From an optimization exercise on the open Yosys and OpenROAD flow, aimed at small area, a short achievable clock period and few clock cycles; shortcuts taken in it are not production practice.
RTL that was checked went through simulation tests only; none was proved equivalent to the original.

Setup of wip/harbor:
Design pcm_scaler, start of the top module:
module pcm_scaler (
    input  wire        clk,
    input  wire        rst,           
    input  wire        cfg_wr,
    input  wire        cfg_w16,       
    input  wire        cfg_signed,    
    input  wire        cfg_order,     
    input  wire        gain_wr,
    input  wire [31:0] gain_data,     
    output wire [16:0] gain_q,
    input  wire        in_valid,
    input  wire [7:0]  in_byte,
    output reg         in_ready,
    output reg         out_valid,
    output reg  [15:0] out_duty,
    input  wire        out_ready
);
    reg        a_w16;
    reg        a_signed;
    reg        a_order;
    reg [16:0] g;
    assign gain_q = g;
    always @(posedge clk) begin
        if (rst) begin
            a_w16    <= 1'b0;
            a_signed <= 1'b0;
            a_order  <= 1'b0;
            g        <= 17'h10000;
        end else begin
            if (cfg_wr) begin
                a_w16    <= cfg_w16;
                a_signed <= cfg_signed;
                a_order  <= cfg_order;
            end
            if (gain_wr) begin
                if (gain_data[31])
                    g <= 17'd0;
                else if (|gain_data[30:17] || (gain_data[16] && |gain_data[15:0]))
                    g <= 17'h10000;
                else
                    g <= gain_data[16:0];
            end
        end
    end
    reg        have_b0;
    reg [7:0]  b0;
    wire in_fire  = in_valid && in_ready;
    wire complete = in_fire && (!a_w16 || have_b0);
    reg [6:0]  xr;            
    reg        x7p;           
    reg        x7n;           
    reg [7:0]  hi;            
    reg [15:0] gs;            
    reg        m_valid;
    reg        m_w16;
    reg        m_pass2;       
    reg        k_lo;          
    reg        k_mid;         
    wire flip = !a_signed;    
    wire do_p1, do_p2, do_8;
  ...
Size in the first run: roughly 670 cells after synthesis, about 94 flip-flops, roughly 0.0079 mm² of cells after synthesis.
Settings: LEC_CHECK=0, CAP_MARGIN=20, CORE_MARGIN=2, CORE_UTILIZATION=40, SLEW_MARGIN=20, SYNTH_HIERARCHICAL=1, SYNTH_MINIMUM_KEEP_SIZE=0; clock period 15.0 ns.
run.sh (not shown) runs the stock make flow with config.mk's settings and CLKGATE_MAP_FILE= SYNTH_SCRIPT=/design/flow/synth_recipe.tcl, a recipe that flattens the netlist after the stock synthesis.
### wip/harbor -> wip/lagoon
- swapping 20 for 50 in CAP_MARGIN
- swapping 20 for 75 in SLEW_MARGIN
--- outcome ---
The lower detailed-route via count came out of wip/harbor. Global-route wire length before repair deteriorates in wip/lagoon relative to wip/harbor. Relative to wip/harbor, the cell count of wip/lagoon is higher by 27. wip/lagoon vs wip/harbor — maximum single-stage delay on the critical path dropped 0.16 ns.
[inputs] wip/nickel vs wip/lagoon
- a change of CAP_MARGIN from 50 to 20
- a change of SLEW_MARGIN from 75 to 20
==> flow/flow/run.sh (new file) <==
#!/bin/bash
# Own layout flow: the standard ORFS flow (standard synthesis, floorplan,
# placement, CTS, routing) unchanged, except that the ports are buffered with
# the small sky130_fd_sc_hd__buf_1 instead of the delay buffer buffer_ports
# picks by default. Each run's full output goes to a log in this folder.
set -euo pipefail
export BUFFER_PORTS_ARGS="-buffer_cell sky130_fd_sc_hd__buf_1"
bash standard.sh finish > standard_flow.log 2>&1
==> flow/standard.sh (new file) <==
#!/bin/bash
# synth_recipe.tcl (not shown) runs the flow's synth.tcl, then flattens the netlist and writes it again
# the make line also repeats each setting of config.mk as NAME=value (left out here)
make -C /OpenROAD-flow-scripts/flow DESIGN_CONFIG=/design/flow/config.mk WORK_HOME=/design/flow/orfs CLKGATE_MAP_FILE= SYNTH_SCRIPT=/design/flow/synth_recipe.tcl "${@:-finish}"
removed: flow/run.sh
## What came out
- Compared to wip/lagoon, the routing of wip/nickel uses less wire.
- Between wip/lagoon and wip/nickel, the slack of the worst reg-to-reg path is higher for wip/nickel.
No run of this note included a check of the RTL's function; only the layout flow was run.


Another version of the RTL of pcm_scaler (not shown whole).
Size in the first run: roughly 94 flip-flops, ~84 I/O pins, about 7600 sq um of cells after synthesis.
==> flow/config.mk <==
export PLATFORM = sky130hd
export DESIGN_NAME = pcm_scaler
export DESIGN_NICKNAME = pcm_scaler
export VERILOG_FILES = /design/flow/design.v
export SDC_FILE = /design/flow/constraint.sdc
export NUM_CORES = 4
export LEC_CHECK = 0
export CAP_MARGIN = 20
export CORE_MARGIN = 2
export CORE_UTILIZATION = 40
export SLEW_MARGIN = 20
export SYNTH_HIERARCHICAL = 1
export SYNTH_MINIMUM_KEEP_SIZE = 0
==> flow/constraint.sdc <==
create_clock -name core_clock -period 15.0 [get_ports {clk}]
set_input_delay 3.0000 -clock core_clock [delete_from_list [all_inputs] [get_ports {clk}]]
set_output_delay 3.0000 -clock core_clock [all_outputs]
set_load 0.01 [all_outputs]
standard.sh (not shown) runs the stock make flow with config.mk's settings and CLKGATE_MAP_FILE= SYNTH_SCRIPT=/design/flow/synth_recipe.tcl, a recipe that flattens the netlist after the stock synthesis.
==> flow/flow/run.sh <==
#!/bin/bash
# Own layout flow: the standard ORFS flow (standard synthesis, floorplan,
# placement, CTS, routing) unchanged, except that the ports are buffered with
# the small sky130_fd_sc_hd__buf_1 instead of the delay buffer buffer_ports
# picks by default. Each run's full output goes to a log in this folder.
set -euo pipefail
export BUFFER_PORTS_ARGS="-buffer_cell sky130_fd_sc_hd__buf_1"
bash standard.sh finish > standard_flow.log 2>&1
Then changed:
==> flow/flow/run.sh (replaced) <==
#!/bin/bash
# Own layout flow: the standard ORFS flow (standard synthesis, floorplan,
# placement, CTS, routing) with two changes: the ports are buffered with the
# small sky130_fd_sc_hd__buf_1 instead of the delay buffer buffer_ports picks
# by default, and timing repair aims at a setup slack of SETUP_SLACK_MARGIN
# at the design's clock period, so it sizes the critical paths. Each run's
# full output goes to a log in this folder.
set -euo pipefail
export BUFFER_PORTS_ARGS="-buffer_cell sky130_fd_sc_hd__buf_1"
export SETUP_SLACK_MARGIN=10.0
bash standard.sh finish > standard_flow.log 2>&1
--- a/flow/config.mk
+++ b/flow/config.mk
@@ -10,0 +11,2 @@
+export CTS_BUF_LIST = sky130_fd_sc_hd__clkbuf_8
+export CTS_CLUSTER_SIZE = 24
Synthesized cell count stays the same; sequential share of layout area fell by 2.2 points; utilization is higher by 3.5 points; clock skew climbs by 6.2 ps; die area is unchanged; area after synthesis stays the same; hold slack gains 3.7 ps; wire length rose by 5.2%; clock-buffer cell count goes down by 3.
No functional check of the RTL was part of any run of this note.


== old ==
Another version of the RTL of pcm_scaler (not shown whole).
Size in the first run: roughly 680 cells after synthesis, about 94 flip-flops, roughly 84 I/O pins, ~0.0075 mm² of cells after synthesis.
export LEC_CHECK = 0
export CAP_MARGIN = 20
export CORE_MARGIN = 2
export CORE_UTILIZATION = 60
export CTS_BUF_LIST = sky130_fd_sc_hd__clkbuf_8
export CTS_CLUSTER_SIZE = 24
export GPL_TIMING_DRIVEN = 1
export SLEW_MARGIN = 20
export SYNTH_HIERARCHICAL = 1
export SYNTH_MINIMUM_KEEP_SIZE = 0
create_clock -name core_clock -period 15.0 [get_ports {clk}]
==> flow/flow/run.sh <==
#!/bin/bash
# Own layout flow: the standard ORFS flow (standard synthesis, floorplan,
# placement, CTS, routing) unchanged, except that the ports are buffered with
# the small sky130_fd_sc_hd__buf_1 instead of the delay buffer buffer_ports
# picks by default. Each run's full output goes to a log in this folder.
set -euo pipefail
export BUFFER_PORTS_ARGS="-buffer_cell sky130_fd_sc_hd__buf_1"
bash standard.sh finish > standard_flow.log 2>&1
old was carried through to the last stage, and its layout satisfied the timing, DRC and antenna checks.
Testbench counts of old, summed over its fixed seeds: cycles 22,711.
[inputs] new vs old
- GPL_TIMING_DRIVEN removed (was 1)
- CORE_UTILIZATION changed from 60 to 50
==> run summary <==
- Wire length of the first global-routing pass (higher): old
- Going from old to new, fraction of the cycle the final worst path needs decreased by 1.5 points relative to the old numbers; wire length reported by the detailed router went up.


pcm_scaler again, from the RTL that the note above started with.
clock: 15.0 ns
lec_check: 0
cap_margin: 20
core_margin: 2
core_utilization: 40
cts_buf_list: sky130_fd_sc_hd__clkbuf_8
cts_cluster_size: 24
gpl_timing_driven: 1
slew_margin: 20
synth_hierarchical: 1
synth_minimum_keep_size: 0
Scripts as last shown in full above: flow/flow/run.sh
Testbench counts at the start, summed over its fixed seeds: cycles 22,711.
Change:
- CTS_CLUSTER_SIZE: 24 -> 40
- GPL_TIMING_DRIVEN: 1 -> unset
Effect:
- cell area does not change
- global-route usage stays the same
- synthesized area is unchanged
- maximum frequency is unchanged
- worst setup slack does not change
- die area does not change
- wire length is unchanged

## what the ideal ports hide
The flow's constraints put no driver on any port. The routed layouts listed below were extracted and timed again, unchanged, in two steps. Step 1 assumes that a clkbuf_16 drives the clock port and a buf_2 every other input. Step 2 times the ports against the registers' clock, not the clock port: input delays grow and output delays shrink by t, the midpoint of the rising clock arrivals with the driver on. Slacks: ideal / step 1 / step 2; pairs: ideal / step 1.
| run | t, ns | setup slack, ns | clock arrival spread, ns | worst register clock-pin slew, ns | worst data-port slew with drivers (ns) |
|---|---|---|---|---|---|
| wip/harbor | 0.384 | 9.775 / 9.775 / 9.529 | 0.005 / 0.005 | 0.06 / 0.06 | 0.04 |
| wip/lagoon | 0.386 | 9.597 / 9.597 / 9.597 | 0.008 / 0.008 | 0.07 / 0.07 | 0.04 |
| wip/nickel | 0.388 | 9.737 / 9.737 / 9.737 | 0.007 / 0.006 | 0.07 / 0.07 | 0.04 |
| the first run of note 2 | 0.384 | 9.679 / 9.679 / 9.679 | 0.010 / 0.010 | 0.07 / 0.07 | 0.04 |
| the second run of note 2 | 0.406 | 10.112 / 10.112 / 10.112 | 0.016 / 0.016 | 0.10 / 0.10 | 0.04 |
| old | 0.415 | 9.522 / 9.522 / 9.522 | 0.012 / 0.013 | 0.09 / 0.09 | 0.04 |
| new | 0.401 | 9.746 / 9.746 / 9.746 | 0.006 / 0.007 | 0.09 / 0.09 | 0.04 |
| the first run of note 4 | 0.410 | 9.721 / 9.721 / 9.721 | 0.019 / 0.019 | 0.10 / 0.10 | 0.04 |
| the second run of note 4 | 0.410 | 9.721 / 9.721 / 9.721 | 0.019 / 0.019 | 0.10 / 0.10 | 0.04 |
After both steps setup and hold are still met in every run listed. For wip/harbor, which loses most, drivers alone change the setup slack by 0.000 ns; drivers and shift together by -0.246 ns.
